This is an optimization exercise on Yosys and OpenROAD, whose aim is small area, a short achievable clock period and few clock cycles, not a production implementation. Function was checked by simulation only, so behaviour that the tests miss may differ from the original. Power figures rest on the tool's default switching activity, not on a simulated workload.

File: design/flow/flow/abc.script
strash
dc2
balance
rewrite
refactor
balance
rewrite
rewrite -z
balance
refactor -z
rewrite -z
balance
dc2
balance
rewrite
refactor
balance
rewrite
rewrite -z
balance
refactor -z
rewrite -z
balance
dch -f
amap -m
topo
File: design/flow/config.mk
export PLATFORM = sky130hd
export DESIGN_NAME = trb_palette
export DESIGN_NICKNAME = trb_palette
export VERILOG_FILES = /design/flow/design.v
export SDC_FILE = /design/flow/constraint.sdc
export NUM_CORES = 4
export LEC_CHECK = 0
export ABC_AREA = 1
export CAP_MARGIN = 20
export CORE_MARGIN = 2
export CORE_UTILIZATION = 60
export CTS_BUF_LIST = sky130_fd_sc_hd__clkbuf_4 sky130_fd_sc_hd__clkbuf_8
export SLEW_MARGIN = 20
export SYNTH_MEMORY_MAX_BITS = 16384
File: design/flow/constraint.sdc
create_clock -name core_clock -period 25.0 [get_ports {clk}]
set_input_delay 5.0000 -clock core_clock [delete_from_list [all_inputs] [get_ports {clk}]]
set_output_delay 5.0000 -clock core_clock [all_outputs]
set_load 0.01 [all_outputs]
File: design/flow/flow/run.sh
#!/bin/bash
# Layout flow: the standard ORFS flow with two changes.
#  1. Synthesis is the standard synthesis (standard.sh synth, same
#     synth_recipe.tcl, same registers), but ABC maps the combinational logic
#     with flow/abc.script (area-recovering mapping) in place of ORFS's
#     abc_area.script, and adders are left to ABC (ADDER_MAP_FILE empty)
#     rather than mapped to fa/ha cells beforehand.
#  2. Port buffers are sky130_fd_sc_hd__buf_1 (buffer_ports -buffer_cell).
#  3. repair_timing aims at a setup slack of 19.1 ns (SETUP_SLACK_MARGIN), so
#     it sizes and buffers the paths that set the achieved period.
#  4. Clock tree: larger sink clusters and no dummy loads (CTS_ARGS).
# Everything else (floorplan, tap cells, PDN, placement, CTS, routing,
# finish) is standard.sh unchanged.  Each step logs to its own file here.
set -euo pipefail
W=$(pwd)
rm -rf "$W/scripts_abc"
cp -r "$FLOW_HOME/scripts" "$W/scripts_abc"
cp "$W/flow/abc.script" "$W/scripts_abc/abc_area.script"
bash standard.sh ABC_AREA=1 SCRIPTS_DIR="$W/scripts_abc" ADDER_MAP_FILE= synth > "$W/flow_synth.log" 2>&1
bash standard.sh "BUFFER_PORTS_ARGS=-buffer_cell sky130_fd_sc_hd__buf_1" SETUP_SLACK_MARGIN=19.1 \
  "CTS_ARGS=-sink_clustering_enable -repair_clock_nets -dont_use_dummy_load -sink_clustering_size 30 -sink_clustering_max_diameter 80 -buf_list {sky130_fd_sc_hd__clkbuf_4 sky130_fd_sc_hd__clkbuf_8}" \
  finish > "$W/flow_layout.log" 2>&1
test -s "$W/out/final.def"
File: design/flow/design.v
module trb_palette (
    input  wire        clk,
    input  wire        rst,           
    input  wire        start,         
    input  wire [31:0] cmd,           
    output reg         busy,
    output reg         done,
    output reg         err,
    output reg  [3:0]  errcode,
    output reg  [31:0] err_info,
    output reg         pal_valid,
    output wire [9:0]  pal_count,
    output wire [23:0] lut_rgb,
    output reg         fb_rd,
    output wire [9:0]  fb_addr,
    input  wire [7:0]  fb_rdata,
    output reg         rgb_we,
    output wire [9:0]  rgb_addr,
    output wire [23:0] rgb_wdata
);
    localparam [9:0] LAST = 10'd959;      
    localparam [3:0] E_BADCMD     = 4'd1;
    localparam [3:0] E_PAL_LEVELS = 4'd4;
    localparam [3:0] E_NO_PAL     = 4'd7;
    localparam [3:0] E_PAL_RANGE  = 4'd8;
    reg        idle;                  
    reg        dec;                   
    reg        rph;                   
    reg        v1, p1, v2, p2;        
    reg        bq;                    
    reg  [7:0] fb_q;                  
    reg  [17:0] lut_q;
    reg  [5:0] wd_hi;                 
    wire [9:0]  wa = err_info[9:0];
    wire [9:0]  ra = err_info[19:10];
    wire [17:0] wd_q = {wd_hi, err_info[31:20]};
    reg  [6:0] cnt_q;                 
    assign pal_count = {2'b00, cnt_q[6], cnt_q[5], cnt_q[2], cnt_q[4], cnt_q[3],
                        cnt_q[2], cnt_q[1], cnt_q[0]};
    assign fb_addr   = ra;
    assign rgb_addr  = wa;
    assign lut_rgb   = {lut_q[17:16], lut_q[13:12], lut_q[15:12],
                        lut_q[11:10], lut_q[7:6],   lut_q[9:6],
                        lut_q[5:4],   lut_q[1:0],   lut_q[3:0]};
    assign rgb_wdata = {wd_q[17:16], wd_q[13:12], wd_q[15:12],
                        wd_q[11:10], wd_q[7:6],   wd_q[9:6],
                        wd_q[5:4],   wd_q[1:0],   wd_q[3:0]};
    wire L2 = cnt_q[3] & ~cnt_q[4];
    wire L3 = cnt_q[1];
    wire L4 = cnt_q[5] & ~cnt_q[3];
    wire L5 = cnt_q[2];
    wire L6 = cnt_q[6];
    wire [4:0] oh = {L6, L5, L4, L3, L2};
    wire [17:0] p3_o;
    wire p3_00;
    wire p3_01;
    wire p3_02;
    wire p3_03;
    wire p3_04;
    wire p3_05;
    wire p3_06;
    wire p3_07;
    wire p3_08;
    wire p3_09;
    wire p3_10;
    wire p3_11;
    wire p3_12;
    wire p3_13;
    wire p3_14;
    wire p3_15;
    wire p3_16;
    wire p3_17;
    wire p3_18;
    wire p3_19;
    wire p3_20;
    wire p3_21;
    wire p3_22;
    wire p3_23;
    wire p3_24;
    wire p3_25;
    wire p3_26;
    wire p3_27;
    assign p3_00 = ~(fb_q[2] | fb_q[3]);
    assign p3_01 = p3_00 & ~(fb_q[1]);
    assign p3_o[17] = fb_q[4] & ~(p3_01);
    assign p3_02 = ~fb_q[2];
    assign p3_03 = fb_q[1] & ~(fb_q[4]);
    assign p3_04 = p3_02 & ~(p3_03);
    assign p3_05 = fb_q[4] & ~(fb_q[1]);
    assign p3_06 = ~p3_05;
    assign p3_07 = ~(fb_q[0] | fb_q[2]);
    assign p3_08 = ~p3_03;
    assign p3_09 = fb_q[3] ? p3_08 : p3_06;
    assign p3_10 = p3_09 & ~(p3_07);
    assign p3_11 = fb_q[0] & fb_q[2];
    assign p3_12 = p3_05 ^ fb_q[3];
    assign p3_13 = ~(p3_12 | p3_03);
    assign p3_14 = p3_13 | p3_11;
    assign p3_15 = ~(p3_14 | p3_10);
    assign p3_16 = p3_06 & ~(p3_15);
    assign p3_17 = p3_04 & ~(p3_16);
    assign p3_18 = p3_03 & ~(p3_02);
    assign p3_19 = p3_18 & ~(p3_15);
    assign p3_o[11] = p3_19 | p3_17;
    assign p3_20 = p3_15 & ~(fb_q[1]);
    assign p3_21 = fb_q[3] & ~(p3_20);
    assign p3_o[12] = p3_21 | fb_q[4];
    assign p3_22 = fb_q[2] & ~(p3_05);
    assign p3_o[0] = ~(p3_14 ^ p3_10);
    assign p3_23 = ~(p3_o[0] | p3_04);
    assign p3_24 = p3_23 | p3_22;
    assign p3_o[6] = p3_24 | p3_o[11];
    assign p3_25 = p3_13 & p3_11;
    assign p3_26 = p3_07 & ~(p3_09);
    assign p3_27 = p3_15 & ~(p3_26);
    assign p3_o[5] = p3_27 | p3_25;
    assign { p3_o[16:13], p3_o[10:7], p3_o[4:1] } = { p3_o[12], p3_o[12], p3_o[12], p3_o[12], p3_o[6], p3_o[6], p3_o[6], p3_o[6], p3_o[0], p3_o[0], p3_o[0], p3_o[0] };
    wire [17:0] p5_o;
    wire p5_000;
    wire p5_001;
    wire p5_002;
    wire p5_003;
    wire p5_004;
    wire p5_005;
    wire p5_006;
    wire p5_007;
    wire p5_008;
    wire p5_009;
    wire p5_010;
    wire p5_011;
    wire p5_012;
    wire p5_013;
    wire p5_014;
    wire p5_015;
    wire p5_016;
    wire p5_017;
    wire p5_018;
    wire p5_019;
    wire p5_020;
    wire p5_021;
    wire p5_022;
    wire p5_023;
    wire p5_024;
    wire p5_025;
    wire p5_026;
    wire p5_027;
    wire p5_028;
    wire p5_029;
    wire p5_030;
    wire p5_031;
    wire p5_032;
    wire p5_033;
    wire p5_034;
    wire p5_035;
    wire p5_036;
    wire p5_037;
    wire p5_038;
    wire p5_039;
    wire p5_040;
    wire p5_041;
    wire p5_042;
    wire p5_043;
    wire p5_044;
    wire p5_045;
    wire p5_046;
    wire p5_047;
    wire p5_048;
    wire p5_049;
    wire p5_050;
    wire p5_051;
    wire p5_052;
    wire p5_053;
    wire p5_054;
    wire p5_055;
    wire p5_056;
    wire p5_057;
    wire p5_058;
    wire p5_059;
    wire p5_060;
    wire p5_061;
    wire p5_062;
    wire p5_063;
    wire p5_064;
    wire p5_065;
    wire p5_066;
    wire p5_067;
    wire p5_068;
    wire p5_069;
    wire p5_070;
    wire p5_071;
    assign p5_000 = fb_q[3] | ~(fb_q[1]);
    assign p5_001 = ~fb_q[5];
    assign p5_002 = ~(fb_q[1] ^ fb_q[3]);
    assign p5_003 = p5_002 & ~(p5_001);
    assign p5_004 = p5_000 & ~(p5_003);
    assign p5_005 = fb_q[2] & ~(p5_004);
    assign p5_006 = p5_002 ^ p5_001;
    assign p5_007 = ~(p5_006 | p5_005);
    assign p5_008 = fb_q[4] & ~(fb_q[6]);
    assign p5_009 = p5_004 & ~(fb_q[2]);
    assign p5_010 = p5_009 | p5_005;
    assign p5_011 = fb_q[4] | ~(fb_q[6]);
    assign p5_012 = p5_011 & ~(p5_008);
    assign p5_013 = p5_012 & p5_010;
    assign p5_014 = ~(p5_013 | p5_008);
    assign p5_015 = p5_007 & ~(p5_014);
    assign p5_016 = p5_006 & ~(p5_009);
    assign p5_017 = p5_011 & ~(p5_013);
    assign p5_018 = p5_016 & ~(p5_017);
    assign p5_019 = p5_018 | p5_015;
    assign p5_020 = ~fb_q[0];
    assign p5_021 = fb_q[4] & ~(p5_016);
    assign p5_022 = ~(p5_021 | p5_007);
    assign p5_023 = p5_022 | p5_020;
    assign p5_024 = ~(p5_023 | p5_019);
    assign p5_025 = ~(p5_012 ^ p5_010);
    assign p5_026 = p5_025 ^ p5_015;
    assign p5_027 = ~(p5_026 | p5_024);
    assign p5_028 = ~(fb_q[4] | fb_q[6]);
    assign p5_029 = fb_q[5] & ~(p5_028);
    assign p5_030 = p5_012 & ~(p5_029);
    assign p5_031 = ~fb_q[3];
    assign p5_032 = fb_q[5] & ~(p5_012);
    assign p5_033 = p5_032 | p5_031;
    assign p5_034 = p5_033 | p5_030;
    assign p5_035 = p5_034 & ~(p5_027);
    assign p5_036 = fb_q[2] & fb_q[3];
    assign p5_037 = p5_032 & ~(p5_036);
    assign p5_038 = fb_q[3] | fb_q[5];
    assign p5_039 = p5_028 & ~(p5_038);
    assign p5_040 = p5_039 | p5_037;
    assign p5_041 = p5_027 & ~(p5_040);
    assign p5_o[6] = p5_041 | p5_035;
    assign p5_042 = p5_011 | fb_q[5];
    assign p5_043 = p5_o[6] & ~(p5_042);
    assign p5_o[17] = fb_q[6] & ~(p5_043);
    assign p5_044 = ~(fb_q[4] & fb_q[6]);
    assign p5_045 = fb_q[1] & ~(p5_042);
    assign p5_046 = ~(fb_q[5] | fb_q[6]);
    assign p5_047 = fb_q[4] & ~(fb_q[1]);
    assign p5_048 = p5_046 & ~(p5_047);
    assign p5_049 = ~(p5_048 | p5_033);
    assign p5_050 = ~(p5_049 | p5_045);
    assign p5_051 = p5_030 | ~(fb_q[6]);
    assign p5_052 = fb_q[4] & ~(fb_q[2]);
    assign p5_053 = p5_051 & ~(p5_052);
    assign p5_054 = p5_031 & ~(p5_053);
    assign p5_055 = p5_036 & p5_030;
    assign p5_056 = ~(p5_055 | p5_054);
    assign p5_057 = p5_027 ? p5_050 : p5_056;
    assign p5_058 = p5_044 & ~(p5_057);
    assign p5_059 = p5_029 & ~(p5_058);
    assign p5_060 = ~(p5_059 | p5_043);
    assign p5_o[16] = ~p5_060;
    assign p5_061 = p5_038 | ~(p5_008);
    assign p5_o[11] = ~(p5_061 & p5_057);
    assign p5_062 = fb_q[4] & ~(p5_o[11]);
    assign p5_063 = p5_046 & ~(p5_062);
    assign p5_o[12] = ~p5_063;
    assign p5_064 = p5_060 & ~(p5_063);
    assign p5_o[10] = p5_064 ? p5_035 : p5_041;
    assign p5_065 = p5_026 | fb_q[0];
    assign p5_066 = p5_065 | ~(p5_022);
    assign p5_067 = p5_024 & ~(p5_026);
    assign p5_068 = p5_067 | p5_019;
    assign p5_o[5] = p5_066 & ~(p5_068);
    assign p5_069 = p5_026 & ~(p5_020);
    assign p5_070 = ~(p5_065 | p5_019);
    assign p5_o[4] = p5_070 | p5_069;
    assign p5_071 = p5_065 | ~(p5_019);
    assign p5_o[0] = p5_071 & ~(p5_067);
    assign { p5_o[15:13], p5_o[9:7], p5_o[3:1] } = { p5_o[12], p5_o[12], p5_o[12], p5_o[6], p5_o[6], p5_o[6], p5_o[0], p5_o[0], p5_o[0] };
    wire [17:0] p6_o;
    wire p6_000;
    wire p6_001;
    wire p6_002;
    wire p6_003;
    wire p6_004;
    wire p6_005;
    wire p6_006;
    wire p6_007;
    wire p6_008;
    wire p6_009;
    wire p6_010;
    wire p6_011;
    wire p6_012;
    wire p6_013;
    wire p6_014;
    wire p6_015;
    wire p6_016;
    wire p6_017;
    wire p6_018;
    wire p6_019;
    wire p6_020;
    wire p6_021;
    wire p6_022;
    wire p6_023;
    wire p6_024;
    wire p6_025;
    wire p6_026;
    wire p6_027;
    wire p6_028;
    wire p6_029;
    wire p6_030;
    wire p6_031;
    wire p6_032;
    wire p6_033;
    wire p6_034;
    wire p6_035;
    wire p6_036;
    wire p6_037;
    wire p6_038;
    wire p6_039;
    wire p6_040;
    wire p6_041;
    wire p6_042;
    wire p6_043;
    wire p6_044;
    wire p6_045;
    wire p6_046;
    wire p6_047;
    wire p6_048;
    wire p6_049;
    wire p6_050;
    wire p6_051;
    wire p6_052;
    wire p6_053;
    wire p6_054;
    wire p6_055;
    wire p6_056;
    assign p6_000 = fb_q[2] & ~(fb_q[5]);
    assign p6_001 = fb_q[7] & ~(fb_q[4]);
    assign p6_002 = fb_q[6] & ~(fb_q[3]);
    assign p6_003 = ~(p6_002 | p6_001);
    assign p6_004 = fb_q[3] & ~(fb_q[6]);
    assign p6_005 = fb_q[4] & ~(fb_q[7]);
    assign p6_006 = p6_005 | p6_001;
    assign p6_007 = p6_006 & ~(p6_004);
    assign p6_008 = ~(p6_007 ^ p6_003);
    assign p6_009 = p6_004 | p6_001;
    assign p6_010 = ~(p6_005 | p6_002);
    assign p6_011 = p6_010 ^ p6_009;
    assign p6_012 = p6_011 | p6_008;
    assign p6_013 = p6_000 & ~(p6_012);
    assign p6_014 = fb_q[5] & ~(fb_q[2]);
    assign p6_015 = ~p6_014;
    assign p6_016 = p6_008 & ~(p6_015);
    assign p6_017 = p6_016 | p6_013;
    assign p6_018 = ~(p6_014 | p6_000);
    assign p6_019 = p6_018 & p6_011;
    assign p6_020 = ~(p6_019 | p6_017);
    assign p6_021 = ~fb_q[1];
    assign p6_022 = p6_015 & ~(p6_008);
    assign p6_023 = p6_012 & ~(p6_018);
    assign p6_024 = p6_023 ^ p6_022;
    assign p6_025 = p6_021 & ~(p6_024);
    assign p6_o[6] = p6_020 & ~(p6_025);
    assign p6_026 = p6_014 & ~(p6_004);
    assign p6_027 = p6_026 | ~(p6_003);
    assign p6_028 = p6_027 & ~(p6_005);
    assign p6_029 = p6_028 & ~(fb_q[5]);
    assign p6_030 = fb_q[5] & ~(p6_028);
    assign p6_031 = ~(p6_030 | p6_029);
    assign p6_o[12] = ~p6_031;
    assign p6_032 = p6_030 & fb_q[6];
    assign p6_o[15] = p6_032 | fb_q[7];
    assign p6_033 = p6_031 | fb_q[7];
    assign p6_034 = fb_q[7] & ~(p6_029);
    assign p6_035 = ~(p6_034 | fb_q[6]);
    assign p6_o[14] = p6_033 & ~(p6_035);
    assign p6_036 = fb_q[6] & ~(p6_034);
    assign p6_o[13] = p6_036 ^ p6_030;
    assign p6_037 = ~p6_o[6];
    assign p6_038 = p6_002 | ~(p6_005);
    assign p6_039 = p6_001 & ~(p6_017);
    assign p6_040 = p6_038 & ~(p6_039);
    assign p6_041 = p6_004 & ~(p6_014);
    assign p6_042 = ~(p6_041 | p6_040);
    assign p6_043 = p6_013 & ~(p6_028);
    assign p6_044 = ~(p6_043 | p6_042);
    assign p6_045 = p6_037 & ~(p6_044);
    assign p6_046 = p6_040 ? p6_028 : p6_041;
    assign p6_047 = p6_002 & ~(fb_q[2]);
    assign p6_048 = p6_047 | p6_044;
    assign p6_049 = p6_046 | ~(p6_048);
    assign p6_o[9] = p6_049 & ~(p6_045);
    assign p6_o[8] = p6_046 | p6_045;
    assign p6_050 = ~p6_044;
    assign p6_o[7] = p6_037 ? p6_050 : p6_048;
    assign p6_051 = p6_021 & ~(p6_020);
    assign p6_052 = p6_024 & ~(p6_051);
    assign p6_053 = p6_020 & ~(p6_021);
    assign p6_054 = p6_052 & ~(p6_053);
    assign p6_055 = p6_054 & fb_q[0];
    assign p6_056 = p6_052 & ~(p6_055);
    assign p6_o[2] = p6_056 | p6_025;
    assign p6_o[3] = p6_054 ? fb_q[0] : p6_o[2];
    assign p6_o[1] = p6_054 ^ fb_q[0];
    assign { p6_o[17:16], p6_o[11:10], p6_o[5:4], p6_o[0] } = { p6_o[15:14], p6_o[9:8], p6_o[3:2], fb_q[0] };
    wire [17:0] e3 = p3_o;
    wire [17:0] e5 = p5_o;
    wire [17:0] e6 = p6_o;
    wire [17:0] e2 = {{6{fb_q[2]}}, {6{fb_q[1]}}, {6{fb_q[0]}}};
    wire [17:0] e4 = {fb_q[5], fb_q[4], fb_q[5], fb_q[4], fb_q[5], fb_q[4],
                      fb_q[3], fb_q[2], fb_q[3], fb_q[2], fb_q[3], fb_q[2],
                      fb_q[1], fb_q[0], fb_q[1], fb_q[0], fb_q[1], fb_q[0]};
    wire [17:0] pal_out = ({18{L2}} & e2) | ({18{L3}} & e3) | ({18{L4}} & e4) |
                          ({18{L5}} & e5) | ({18{L6}} & e6);
    wire over = (L2 & (fb_q >= 8'd8))  | (L3 & (fb_q >= 8'd27)) |
                (L4 & (fb_q >= 8'd64)) | (L5 & (fb_q >= 8'd125)) |
                (L6 & (fb_q >= 8'd216));
    wire [31:0] w = err_info;
    wire        is_build  = (w[7:0] == 8'h02) && (w[31:12] == 20'd0);
    wire        is_expand = (w == 32'h00000004);
    wire        is_lookup = (w[15:0] == 16'h0005) && (w[31:25] == 7'd0);
    wire [3:0]  lv        = w[11:8];
    wire        lv_ok     = (lv >= 4'd2) && (lv <= 4'd6);
    wire        badcmd    = !is_build && !is_expand && !is_lookup;
    wire        lv_err    = is_build && !lv_ok;
    wire        nopal     = (is_lookup || is_expand) && !pal_valid;
    wire        rng_err   = is_lookup && pal_valid && (w[24] || over);
    wire        look_ok   = is_lookup && pal_valid && !(w[24] || over);
    wire        exp_go    = is_expand && pal_valid;
    wire        ra_last   = (ra == LAST);
    wire        wa_last   = (wa == LAST);
    wire        last_wr   = rgb_we && wa_last;
    wire        finish    = (dec && !exp_go) || bq || last_wr;
    wire        keep_w    = dec && badcmd;
    wire        keep_q    = !idle && keep_w;
    wire        run_d     = !idle && !finish;
    wire        run_a     = !idle && !keep_w && !ra_clr;
    wire        ra_clr    = dec || bq || last_wr || (fb_rd && ra_last);
    wire        wa_inc    = v2 && !bq;
    wire        wa_clr    = last_wr || (wa_inc && wa_last);
    reg  [3:0]  code_dec;
    reg  [9:0]  info_dec;
    always @(*) begin
        code_dec = 4'd0;
        info_dec = 10'd0;
        if (badcmd) begin
            code_dec = E_BADCMD;
            info_dec = w[9:0];
        end
        if (lv_err) begin
            code_dec = E_PAL_LEVELS;
            info_dec = {6'd0, lv};
        end
        if (nopal)
            code_dec = E_NO_PAL;
        if (rng_err) begin
            code_dec = E_PAL_RANGE;
            info_dec = {1'b0, w[24:16]};
        end
    end
    always @(posedge clk) begin
        fb_q <= idle ? cmd[23:16] : fb_rdata;
        wd_hi <= pal_out[17:12];
        p1   <= rph;
        p2   <= p1;
        bq   <= v2 && !p2 && over;
        err     <= dec ? (code_dec != 4'd0) : bq;
        errcode <= dec ? code_dec : (bq ? E_PAL_RANGE : 4'd0);
        err_info[31:20] <= (cmd[31:20] & {12{idle}}) |
                           (err_info[31:20] & {12{keep_q}}) |
                           (pal_out[11:0] & {12{run_d}});
        err_info[19:10] <= (cmd[19:10] & {10{idle}}) |
                           (err_info[19:10] & {10{keep_q}}) |
                           ((ra + {9'd0, fb_rd}) & {10{run_a}});
        err_info[9:0]   <= (cmd[9:0] & {10{idle}}) |
                           ((dec ? (exp_go ? 10'h3FF : info_dec) :
                                   ((wa + {9'd0, wa_inc}) & {10{!wa_clr}})) & {10{!idle}});
        busy   <= !rst && (idle ? start : !finish);
        idle   <= rst || (idle ? !start : finish);
        dec    <= !rst && idle && start;
        done   <= !rst && !idle && finish;
        fb_rd  <= !rst && !idle && (dec ? exp_go : (fb_rd && !(ra_last && rph) && !bq));
        v1     <= !rst && fb_rd && !bq;
        v2     <= !rst && v1 && !bq;
        rgb_we <= !rst && v2 && p2 && !bq;
        if (idle)
            rph <= 1'b0;
        else if (fb_rd && ra_last)
            rph <= 1'b1;
        if (rst) begin
            pal_valid <= 1'b0;
            cnt_q     <= 7'd0;
            lut_q     <= 18'd0;
        end else if (dec) begin
            if (is_build && lv_ok) begin
                pal_valid <= 1'b1;
                cnt_q     <= {lv == 4'd6, lv >= 4'd4, lv == 4'd3 || lv >= 4'd5,
                              lv != 4'd4, lv == 4'd5, lv == 4'd3,
                              lv == 4'd3 || lv == 4'd5};
            end
            if (look_ok)
                lut_q <= pal_out;
        end
    end
endmodule
File: design/flow/standard.sh
#!/bin/bash
# synth_recipe.tcl (not shown) runs the flow's synth.tcl, then flattens the netlist and writes it again
# the make line also repeats each setting of config.mk as NAME=value (left out here)
make -C /OpenROAD-flow-scripts/flow DESIGN_CONFIG=/design/flow/config.mk WORK_HOME=/design/flow/orfs CLKGATE_MAP_FILE= SYNTH_SCRIPT=/design/flow/synth_recipe.tcl "${@:-finish}"
==> results of run 1 <==
==> kinds of logic (layout without fill, tap and decap cells) <==
| family | Yosys count | in the layout | synth area share |
|---|---|---|---|
| flops | 89 | 89 | 0.370 |
| simple gates | 232 | 232 | 0.209 |
| other cells | 1 | 2 | 0.000778 |
| compound gates | 207 | 207 | 0.274 |
| buf+inv | 138 | 265 | 0.146 |
==> per-layer routing <==
metal / wire length (um) / share of wire / GRT usage
met1: 5930 / 0.39 / 0.407
met2: 7730 / 0.50 / 0.606
met3: 1210 / 0.079 / 0.0475
met4: 469 / 0.031 / 0.151
met5: 0 / 0 / 0
==> sequential cells by signal, indices dropped and copies added, names as in the netlist, 4 cells and up <==
name,count
err_info,32
wd_hi,6
errcode,4
lut_q,18
fb_q,8
cnt_q,7
==> what timing repair did <==
action | 4_1_cts | 5_1_grt
setup buffers | 0 | 5
setup endpoints to repair | 73 | 79
resized for setup | 67 | 84
==> cells in the mapped netlist (all sizes together), types with 2 or more instances <==
master   count
nand4        6
o22ai       11
a31oi       10
a31o         2
a22oi        8
a221oi       3
nand3        8
nor2       118
and3         3
o221ai       7
a221o        3
or2          4
nor4         7
a211oi      23
or3         10
buf         50
a2111oi      2
dfxtp       89
a21oi       28
nor2b        3
o211a        2
clkinv      88
o221a        9
o21a         3
o21ai       85
nand2       52
or4          2
nor3        15
==> metrics by stage <==
| step | cell area (um^2) | util | std cells |
|---|---|---|---|
| after floorplan | 4820 | - | 668 |
| after global placement | 5200 | 0.669 | 883 |
| after detailed placement | 5200 | 0.669 | 883 |
| after CTS | 5410 | 0.697 | 892 |
| after global routing | 5600 | 0.721 | 897 |
| final | 5600 | 0.721 | 897 |
==> area by class of cell <==
cell class / instances / share of cell area
timing repair buffer: 168 / 0.143
tap: 102 / 0.0228
multi-input combinational: 441 / 0.417
clock buffer: 9 / 0.0221
sequential: 89 / 0.335
inverter: 88 / 0.0595
==> how the worst max path moves through the flow <==
stage / start / endpoint / cells past startpoint
5_1_grt: cnt_q[6]$_SDFFE_PP0P_ / pal_count[7] / 1
4_1_cts: cnt_q[6]$_SDFFE_PP0P_ / pal_count[7] / 1
3_3_place_gp: rst / busy$_DFF_P_ / 6
2_1_floorplan: rst / busy$_DFF_P_ / 4
6_report: cnt_q[6]$_SDFFE_PP0P_ / pal_count[7] / 1
3_5_place_dp: rst / busy$_DFF_P_ / 6
==> report_power, final <==
part	internal, W	switching (W)
sequential	0.000153	0.0000160
combinational	0.0000367	0.0000677
clock	0.0000324	0.0000468
==> flow_summary_export.csv, run 1 <==
group,metric,value,unit
synth,ys_ff_latch,89,
hold_path,worst_hold_path.endpoint,"p2$_DFF_P_",
clocking,cts_tree,"done",
floorplanning,start_util,0.620,
job,maxCapViolCount,0,
floorplanning,top_level_ports,163,
finish,synthToLayoutAreaGrowth,16.2,%
finish,nFillCells,613,
finish,layout_common_cells,"118 x nor2_1, 87 x clkinv_1, 85 x o21ai_0, 81 x buf_1, 52 x nand2_1",
finish,register_area,1880,um^2
synth,synth_edf_count,0,
clocking,cts.sinks,89,
timing,max_freq,169,MHz
place,io_buffer_count,160,
place,post-dp-hpwl,11.3,mm
clocking,htreeDepth,3,
critical_path,required,20000,ps
floorplanning,placementRows,32,
timing,setup_ws,19070,ps
critical_path,cpLargestDelayFamily,"flip-flops",
timing,max-slew-margin-rel,0.441,
hold_path,hp-start,"p1$_DFF_P_",
critical_path,r2r_start,"fb_q[3]$_DFF_P_",
clocking,clock_latency,360,ps
synth,netlist_top_cells_area,"dfxtp_1 37%, nor2_1 9.2%, o21ai_0 8.8%, buf_4 7.8%, clkinv_1 6.9%",
critical_path,ff2ff_path_depth,19,
finish,antennaDiodeCount,0,
synth,synth_top_cell_by_area,"dfxtp_1",
global_routing,grt_max_degree,30,
synth,yosysSeqAreaShare,0.370,
floorplanning,die_x,93.6,um
critical_path,critPathKind,"reg2out",
clocking,cts_hold_buf,0,
drt,ant_nets,0,
drt,drc,0,
timing,hold_viol_final,0,
timing,setup_viol,0,
floorplanning,core_area,7770,um^2
global_routing,grt_pass1_vias,4922,
drt,wl,15.3,mm
drt,viasPerCell,6.04,
finish,final_common_cell,"nor2_1",
synth,netlist.area_leader.share,0.370,
synth,async_reset_ff_frac,0,
critical_path,crit_chain,"buf_1",
critical_path,critPathArrivalTime,930,ps
timing,skew,30.2,ps
timing,final.setup.tns,0,ps
global_routing,grt_antenna_before_repair,0,
clocking,cts_made_buffers,9,
timing,fin_crit_sh,0.237,
clocking,clk_pin_slew,70,ps
finish,nets,840,
critical_path,cpMaxStageDelayCell,"dfxtp_4",
timing,rsz0062_at_grt,"yes",
power_and_ir_drop,vdd_drop_max,41.8,uV
hold_path,min_path_cells,0,
finish,drive_above_1_share,0.174,
global_routing,grt-ovfl-total,0,
critical_path,cp-start-kind,"flip-flop",
global_routing,grt_pass1_wl,23.5,mm
critical_path,r2r_end,"err_info[30]$_DFF_P_",
timing,worst_pin_slew,834,ps
synth,yosysUniqueCellTypes,44,
run_status,outcome,"no timing/DRC/antenna violations",
place,globalplace.congestion,0.962,
critical_path,crit_buf_inv,1,
power_and_ir_drop,powerDensity,63.0,nW/um^2
drt,first_pass_iters,5,
synth,synth_cells,667,
timing,whs,347,ps
critical_path,cp_max_fo,8,
drt,routed-via-count,5416,
floorplanning,die-area,8760,um^2
drt,drtIter0Drc,361,
drt,routedWlPerCell,17.1,um
synth,yosys_warnings,1,
floorplanning,die_h,93.6,um
synth,yosys_most_used_dff,"dfxtp_1",
finish,multiInputGateArea,2330,um^2
critical_path,reg2reg_slack,20410,ps
hold_path,hold_class,"reg2reg",
timing,slew_violations,0,
global_routing,grt.total_usage,0.340,
critical_path,slowest_delay,420,ps
power_and_ir_drop,p_leak,2.12,nW
clocking,clockRootBuffer,"clkbuf_8",
timing,min_period,5930,ps
synth,syn_area,4820,um^2
power_and_ir_drop,total_power,0.000352,W
clocking,clockBufferDepth,2,
place,post-place-ws,18540,ps
critical_path,cp-end-kind,"primary output",
synth,syn_area_per_cell,7.22,um^2
Testbench counts, summed over its fixed seeds: cycles 46,440.
==> run 2: changes to the inputs <==
--- a/design/flow/flow/run.sh
+++ b/design/flow/flow/run.sh
@@ -7,5 +7,5 @@
 #     rather than mapped to fa/ha cells beforehand.
 #  2. Port buffers are sky130_fd_sc_hd__buf_1 (buffer_ports -buffer_cell).
-#  3. repair_timing aims at a setup slack of 19.1 ns (SETUP_SLACK_MARGIN), so
+#  3. repair_timing aims at a setup slack of 19 ns (SETUP_SLACK_MARGIN), so
 #     it sizes and buffers the paths that set the achieved period.
 #  4. Clock tree: larger sink clusters and no dummy loads (CTS_ARGS).
@@ -18,5 +18,5 @@
 cp "$W/flow/abc.script" "$W/scripts_abc/abc_area.script"
 bash standard.sh ABC_AREA=1 SCRIPTS_DIR="$W/scripts_abc" ADDER_MAP_FILE= synth > "$W/flow_synth.log" 2>&1
-bash standard.sh "BUFFER_PORTS_ARGS=-buffer_cell sky130_fd_sc_hd__buf_1" SETUP_SLACK_MARGIN=19.1 \
+bash standard.sh "BUFFER_PORTS_ARGS=-buffer_cell sky130_fd_sc_hd__buf_1" SETUP_SLACK_MARGIN=19 \
   "CTS_ARGS=-sink_clustering_enable -repair_clock_nets -dont_use_dummy_load -sink_clustering_size 30 -sink_clustering_max_diameter 80 -buf_list {sky130_fd_sc_hd__clkbuf_4 sky130_fd_sc_hd__clkbuf_8}" \
   finish > "$W/flow_layout.log" 2>&1
==> run 2 against run 1 <==
Effect of this change:
- sequential cell count is the same
- largest cell class unchanged
- hold slack gained 3.2 ps
- non-clock buffer count shrank 5
- clock-buffer cell count is the same
- fmax shrank 0.59%
- via count shrank 2.7%
- critical path type unchanged
- first-iteration DRC count grew 15%
- clock power shrank 2%
- total power shrank 3.0%
- still clean
==> flow_summary_export.csv, run 2 <==
group,metric,value,unit
hold_path,hp-start,"p1$_DFF_P_",
floorplanning,placementRows,32,
timing,fin_crit_sh,0.239,
finish,nFillCells,668,
drt,drc,0,
critical_path,cp_max_fo,4,
timing,setup_viol,0,
timing,max-slew-margin-rel,0.433,
synth,yosysMostFrequentCell,"nor2_1",
finish,top_regs,"err_info (32), lut_q (18), fb_q (8)",
drt,routed-via-count,5272,
clocking,cts.sinks,89,
floorplanning,top_level_ports,163,
finish,nets,835,
hold_path,hold_class,"reg2reg",
timing,min_period,5960,ps
timing,slew_violations,0,
global_routing,grt_max_degree,30,
synth,netlist.area_leader.share,0.370,
hold_path,worst_hold_path.endpoint,"p2$_DFF_P_",
finish,final_area,5340,um^2
place,placedInstanceArea,5200,um^2
finish,register_area,1800,um^2
timing,worst_pin_slew,846,ps
global_routing,grt_pass1_vias,4880,
drt,first_pass_iters,5,
finish,layout_common_cells,"160 x buf_1, 118 x nor2_1, 87 x clkinv_1, 85 x o21ai_0, 77 x dfxtp_1",
critical_path,cpMaxStageDelayCell,"dfxtp_1",
critical_path,crit_start,"err_info[24]$_DFF_P_",
floorplanning,core_area,7770,um^2
synth,netlist_top_cells_area,"dfxtp_1 37%, nor2_1 9.2%, o21ai_0 8.8%, buf_4 7.8%, clkinv_1 6.9%",
drt,ant_nets,0,
finish,multiInputGateArea,2330,um^2
global_routing,grt-ovfl-total,0,
critical_path,cp-end-kind,"primary output",
timing,hold_viol_final,0,
critical_path,required,20000,ps
synth,syn_area,4820,um^2
place,post-dp-hpwl,11.3,mm
drt,routedWlPerCell,16.5,um
timing,rsz0062_at_grt,"no",
floorplanning,die_h,93.6,um
critical_path,r2r_end,"err_info[30]$_DFF_P_",
finish,final_common_cell,"buf_1",
synth,yosysSeqAreaShare,0.370,
drt,viasPerCell,5.91,
power_and_ir_drop,powerDensity,64.0,nW/um^2
clocking,clock_latency,360,ps
finish,antennaDiodeCount,0,
finish,drive_above_1_share,0.0316,
clocking,cts_tree,"done",
critical_path,crit_buf_inv,1,
synth,synth_cells,667,
hold_path,min_path_cells,0,
critical_path,reg2reg_slack,20500,ps
global_routing,grt_antenna_before_repair,0,
floorplanning,start_util,0.620,
clocking,cts_made_buffers,9,
timing,skew,26.6,ps
drt,wl,14.7,mm
drt,drtIter0Drc,416,
critical_path,slowest_delay,440,ps
clocking,cts_hold_buf,0,
timing,max_freq,168,MHz
global_routing,grt.total_usage,0.339,
finish,top_register,"err_info",
critical_path,critPathKind,"reg2out",
finish,synthToLayoutAreaGrowth,10.8,%
critical_path,critPathArrivalTime,960,ps
synth,yosys_warnings,1,
clocking,htreeDepth,3,
critical_path,crit_chain,"buf_1",
clocking,clockBufferDepth,2,
power_and_ir_drop,vdd_drop_max,42.3,uV
global_routing,grt_pass1_wl,23.3,mm
critical_path,cp-start-kind,"flip-flop",
place,io_buffer_count,160,
synth,yosysUniqueCellTypes,44,
floorplanning,die-area,8760,um^2
timing,final.setup.tns,0,ps
synth,async_reset_ff_frac,0,
critical_path,r2r_start,"fb_q[3]$_DFF_P_",
power_and_ir_drop,p_leak,1.82,nW
synth,synthTopCellsByCount,"118 x nor2_1, 89 x dfxtp_1, 88 x clkinv_1",
synth,ys_ff_latch,89,
run_status,outcome,"no timing/DRC/antenna violations",
clocking,clk_pin_slew,70,ps
critical_path,cpLargestDelayFamily,"flip-flops",
finish,largest_reg_flops,32,
synth,synth_edf_count,0,
job,maxCapViolCount,0,
synth,synth_top_cell_by_area,"dfxtp_1",
critical_path,ff2ff_path_depth,19,
floorplanning,die_x,93.6,um
synth,yosys_most_used_dff,"dfxtp_1",
clocking,clockRootBuffer,"clkbuf_8",
place,globalplace.congestion,0.962,
synth,syn_area_per_cell,7.22,um^2
-- run 2: cell counts after synthesis --
Identical to the previous run, type by type.
-- run 2: how the worst max path moves through the flow --
stage | cells after the start | end | slack [ps]
2_1_floorplan | 4 | busy$_DFF_P_ | 19270
3_3_place_gp | 6 | busy$_DFF_P_ | 18580
3_5_place_dp | 6 | busy$_DFF_P_ | 18540
4_1_cts | 1 | rgb_addr[4] | 19000
5_1_grt | 1 | err_info[14] | 19000
6_report | 1 | err_info[24] | 19040
-- run 2: cell families after synthesis --
group,Yosys count,synth area share
flip-flops,89,0.370
other,1,0.000778
AND/OR/NAND/NOR,232,0.209
AO/OA/AOI/OAI,207,0.274
buffers and inverters,138,0.146
-- run 2: through the flow --
step           cells  hold WS, ps  power [W]   util  setup slack (ps)
2_1_floorplan    668          310   0.000240      -             19270
3_3_place_gp     883          311   0.000262  0.669             18580
3_5_place_dp     883          319   0.000265  0.669             18540
4_1_cts          892          342   0.000340  0.686             19000
5_1_grt          892          345   0.000361  0.688             19000
6_report         892          350   0.000342  0.688             19040
-- run 2: final cells by class --
type | count | area share
multi-input combinational | 441 | 0.437
inverter | 88 | 0.0621
clock buffer | 9 | 0.0232
timing repair buffer | 163 | 0.117
tap | 102 | 0.0239
sequential | 89 | 0.337
-- run 2: power breakdown --
group / switching [W] / total (W) / leakage (nW) / internal (W)
Clock: 0.0000454 / 0.0000777 / 0.0647 / 0.0000323
Combinational: 0.0000658 / 0.0000963 / 1.02 / 0.0000305
Sequential: 0.0000161 / 0.000168 / 0.736 / 0.000152
Total: 0.000127 / 0.000342 / 1.82 / 0.000215
-- run 2: per-layer routing --
metal	vias up	part of all wire	track usage
li1	2555	-	-
met1	2396	0.40	0.409
met2	282	0.49	0.603
met3	39	0.077	0.0475
met4	0	0.033	0.139
met5	-	0	0
-- run 2: timing repair --
action	CTS	global route
setup endpoints to repair	11	11
buffers inserted	0	0
pin swaps	0	0
resized for setup	7	7
==> run 3: changes to the inputs <==
--- a/design/flow/design.v
+++ b/design/flow/design.v
@@ -6,6 +6,6 @@
     output reg         busy,
     output reg         done,
-    output reg         err,
-    output reg  [3:0]  errcode,
+    output wire        err,
+    output wire [3:0]  errcode,
     output reg  [31:0] err_info,
     output reg         pal_valid,
@@ -35,4 +35,6 @@
     wire [9:0]  ra = err_info[19:10];
     wire [17:0] wd_q = {wd_hi, err_info[31:20]};
+    assign err     = wd_hi[4];
+    assign errcode = wd_hi[3:0];
     reg  [6:0] cnt_q;                 
     assign pal_count = {2'b00, cnt_q[6], cnt_q[5], cnt_q[2], cnt_q[4], cnt_q[3],
@@ -455,10 +457,11 @@
     always @(posedge clk) begin
         fb_q <= idle ? cmd[23:16] : fb_rdata;
-        wd_hi <= pal_out[17:12];
+        wd_hi[5]   <= pal_out[17];
+        wd_hi[4:0] <= (dec && !exp_go) ? {code_dec != 4'd0, code_dec} :
+                      bq ? {1'b1, E_PAL_RANGE} :
+                      last_wr ? 5'd0 : pal_out[16:12];
         p1   <= rph;
         p2   <= p1;
         bq   <= v2 && !p2 && over;
-        err     <= dec ? (code_dec != 4'd0) : bq;
-        errcode <= dec ? code_dec : (bq ? E_PAL_RANGE : 4'd0);
         err_info[31:20] <= (cmd[31:20] & {12{idle}}) |
                            (err_info[31:20] & {12{keep_q}}) |
==> run 3 against run 2 <==
Effect of this change:
- still clean on timing, DRC and antenna
- combinational power increased by 3.5%
- via count up 4.7%
- sequential cell count decreased by 5
- area after synthesis down 0.96%
- routed wire length increased by 5.2%
- fmax is essentially flat
- global-route usage up 1.9 points
- setup slack worse by 0.60 ps
- sequential share of layout area is 1.4 points lower
- synthesized cell count rose by 1.0%
- sequential power shrank 5%
- largest cell class unchanged
- largest power group unchanged
==> flow_summary_export.csv, run 3 <==
group,metric,value,unit
drt,wl,15.5,mm
hold_path,hp-start,"p1$_DFF_P_",
clocking,cts_made_buffers,9,
synth,ys_ff_latch,84,
finish,fin_cells,893,
critical_path,r2r_start,"fb_q[3]$_DFF_P_",
critical_path,cp_num_cells,1,
timing,max-slew-margin-rel,0.510,
synth,syn_area_per_cell,7.08,um^2
critical_path,reg2reg_slack,20390,ps
critical_path,cpMaxStageDelayCell,"dfxtp_2",
place,io_buffer_count,160,
synth,async_reset_ff_frac,0,
critical_path,cp-start-kind,"flip-flop",
drt,drtIter0Drc,498,
synth,syn_area,4770,um^2
clocking,cts.sinks,84,
finish,synthToLayoutAreaGrowth,10.3,%
critical_path,crit_start,"err_info[24]$_DFF_P_",
place,globalplace.congestion,1.00,
drt,routed-via-count,5521,
finish,final_area,5260,um^2
clocking,cts_tree,"done",
timing,worst_pin_slew,732,ps
place,placedInstanceArea,5110,um^2
clocking,clockBufferDepth,2,
critical_path,required,20000,ps
timing,whs,328,ps
job,maxCapViolCount,0,
synth,yosys_warnings,1,
drt,ant_nets,0,
run_status,outcome,"no timing/DRC/antenna violations",
clocking,clock_latency,360,ps
synth,synth_top_cell_by_area,"dfxtp_1",
global_routing,grt_max_degree,40,
place,dp_cells,884,
critical_path,cp-endpoint,"rgb_wdata[6]",
synth,synth_cells,674,
critical_path,r2r_end,"err_info[30]$_DFF_P_",
floorplanning,start_util,0.618,
drt,routedWlPerCell,17.4,um
floorplanning,core_area,7730,um^2
floorplanning,die_x,93.2,um
synth,yosysUniqueCellTypes,40,
global_routing,grt.total_usage,0.357,
critical_path,cp-end-kind,"primary output",
floorplanning,placementRows,32,
finish,layout_common_cells,"158 x buf_1, 94 x nor2_1, 93 x clkinv_1, 91 x o21ai_0, 70 x dfxtp_1",
global_routing,grt_pass1_vias,4963,
finish,register_area,1700,um^2
critical_path,crit_chain,"buf_1",
timing,fin_crit_sh,0.239,
synth,synth_edf_count,0,
finish,multiInputGateArea,2330,um^2
drt,viasPerCell,6.18,
synth,yosys_most_used_dff,"dfxtp_1",
finish,top_register,"err_info",
power_and_ir_drop,total_power,0.000335,W
critical_path,cp_max_fo,6,
critical_path,ff2ff_path_depth,17,
finish,nFillCells,711,
drt,drc,0,
synth,yosysSeqAreaShare,0.352,
synth,netlist.area_leader.share,0.352,
global_routing,grt_pass1_wl,24.5,mm
critical_path,critPathArrivalTime,960,ps
finish,nets,836,
finish,antennaDiodeCount,0,
timing,setup_viol,0,
timing,skew,24.0,ps
global_routing,grt_antenna_before_repair,0,
timing,rsz0062_at_grt,"no",
finish,largest_reg_flops,32,
global_routing,grt-ovfl-total,0,
critical_path,critPathKind,"reg2out",
timing,slew_violations,0,
timing,hold_viol_final,0,
synth,netlist_top_cells_area,"dfxtp_1 35%, o21ai_0 9.5%, buf_4 8.7%, clkinv_1 7.4%, nor2_1 7.4%",
power_and_ir_drop,vdd_drop_max,41.5,uV
place,post-dp-hpwl,11.7,mm
timing,min_period,5960,ps
timing,max_freq,168,MHz
hold_path,hold_class,"reg2reg",
floorplanning,die-area,8680,um^2
floorplanning,top_level_ports,163,
power_and_ir_drop,p_leak,1.83,nW
floorplanning,die_h,93.2,um
finish,drive_above_1_share,0.0367,
finish,final_common_cell,"buf_1",
finish,top_regs,"err_info (32), lut_q (18), fb_q (8)",
power_and_ir_drop,powerDensity,63.7,nW/um^2
critical_path,cpLargestDelayFamily,"flip-flops",
synth,synthTopCellsByCount,"94 x clkinv_1, 94 x nor2_1, 91 x o21ai_0",
timing,final.setup.tns,0,ps
critical_path,slowest_delay,430,ps
clocking,htreeDepth,3,
clocking,clockRootBuffer,"clkbuf_8",
drt,first_pass_iters,5,
critical_path,crit_buf_inv,1,
clocking,clk_pin_slew,70,ps
==> run 3: changes by cell type in the layout (fill, tap and decap cells not counted), moves of 3 or more <==
cell      change
a211oi_1     -12
a21oi_1      +17
a221o_1       -3
a222oi_1      +3
a31oi_1       +7
clkinv_1      +6
dfxtp_1       -7
nand2_1      +10
nor2_1       -24
o21ai_0       +6
o22ai_1       +3
o32ai_1       +3
or3_1         -4
==> run 3: report_power, final <==
part           internal (W)  switching (W)  total (W)
logic             0.0000307      0.0000690  0.0000997
clock network     0.0000323      0.0000442  0.0000765
registers          0.000144      0.0000152   0.000159
==> run 3: how the worst min path moves through the flow <==
stage	endpoint	slack, ps	cells after the start
2_1_floorplan	p2$_DFF_P_	310	0
6_report	p2$_DFF_P_	330	0
4_1_cts	p2$_DFF_P_	330	0
3_5_place_dp	p2$_DFF_P_	310	0
5_1_grt	p2$_DFF_P_	330	0
3_3_place_gp	p2$_DFF_P_	310	0
==> run 3: timing repair <==
item | in CTS | in global routing
hold endpoints to repair | 0 | 0
buffers inserted | 0 | 0
resized for setup | 8 | 11
hold buffers | 0 | 0
pin swaps | 0 | 0
endpoints found under the setup margin | 35 | 16
==> run 3: logic make-up (layout without fill, tap and decap cells) <==
| logic type | Yosys count | count (layout) | synth area share |
|---|---|---|---|
| AND/OR/NAND/NOR | 213 | 213 | 0.193 |
| flip-flops | 84 | 84 | 0.352 |
| other | 1 | 2 | 0.000786 |
| buffers and inverters | 149 | 265 | 0.160 |
| AO/OA/AOI/OAI | 227 | 227 | 0.293 |
==> run 3: layout make-up <==
cell class,count,share of cell area
clock buffer,9,0.0235
inverter,94,0.0680
multi-input combinational,442,0.443
sequential,84,0.323
tap,102,0.0243
timing repair buffer,162,0.117
==> run 3: through the flow <==
step,setup WS [ps],utilization
6_report,19040,0.681
5_1_grt,19000,0.681
4_1_cts,19000,0.678
3_5_place_dp,18140,0.661
3_3_place_gp,18260,0.661
2_1_floorplan,19070,-
==> run 3: routing by layer <==
layer / global-route usage / up-vias / share of wire
li1: - / 2553 / -
met1: 0.494 / 2530 / 0.42
met2: 0.556 / 390 / 0.44
met3: 0.0693 / 48 / 0.12
met4: 0.131 / 0 / 0.028
met5: 0 / - / 0
Testbench counts of run 3, summed over its fixed seeds: cycles 46,440.

==> port drivers added, routing unchanged <==
In the flow no input, the clock included, has a driving cell. The finished layouts below were timed again as built, in two steps.
Step 1: set_driving_cell puts a clkbuf_16 on clk and a buf_2 on each other input, an assumption about the parent block.
Step 2 moves the port delays by t, midway between the first and last clock arrival at a register: inputs arrive t later, outputs are due t later. That takes back most of the time a late clock gives input paths.
Slacks: ideal ports / drivers / drivers and shift; pairs: ideal ports / drivers.
run	t (ns)	slack for setup (ns)	latest minus earliest clock arrival (ns)	cell pins on the clock port's net
run 1	0.381	19.073 / 19.041 / 18.969	0.031 / 0.030	1
run 2	0.381	19.037 / 19.006 / 18.772	0.026 / 0.026	1
run 3	0.381	19.037 / 19.002 / 18.921	0.024 / 0.024	1
After both steps every run listed still meets setup and hold. For run 2, which loses most, drivers alone change the setup slack by -0.031 ns; drivers and shift together by -0.265 ns.
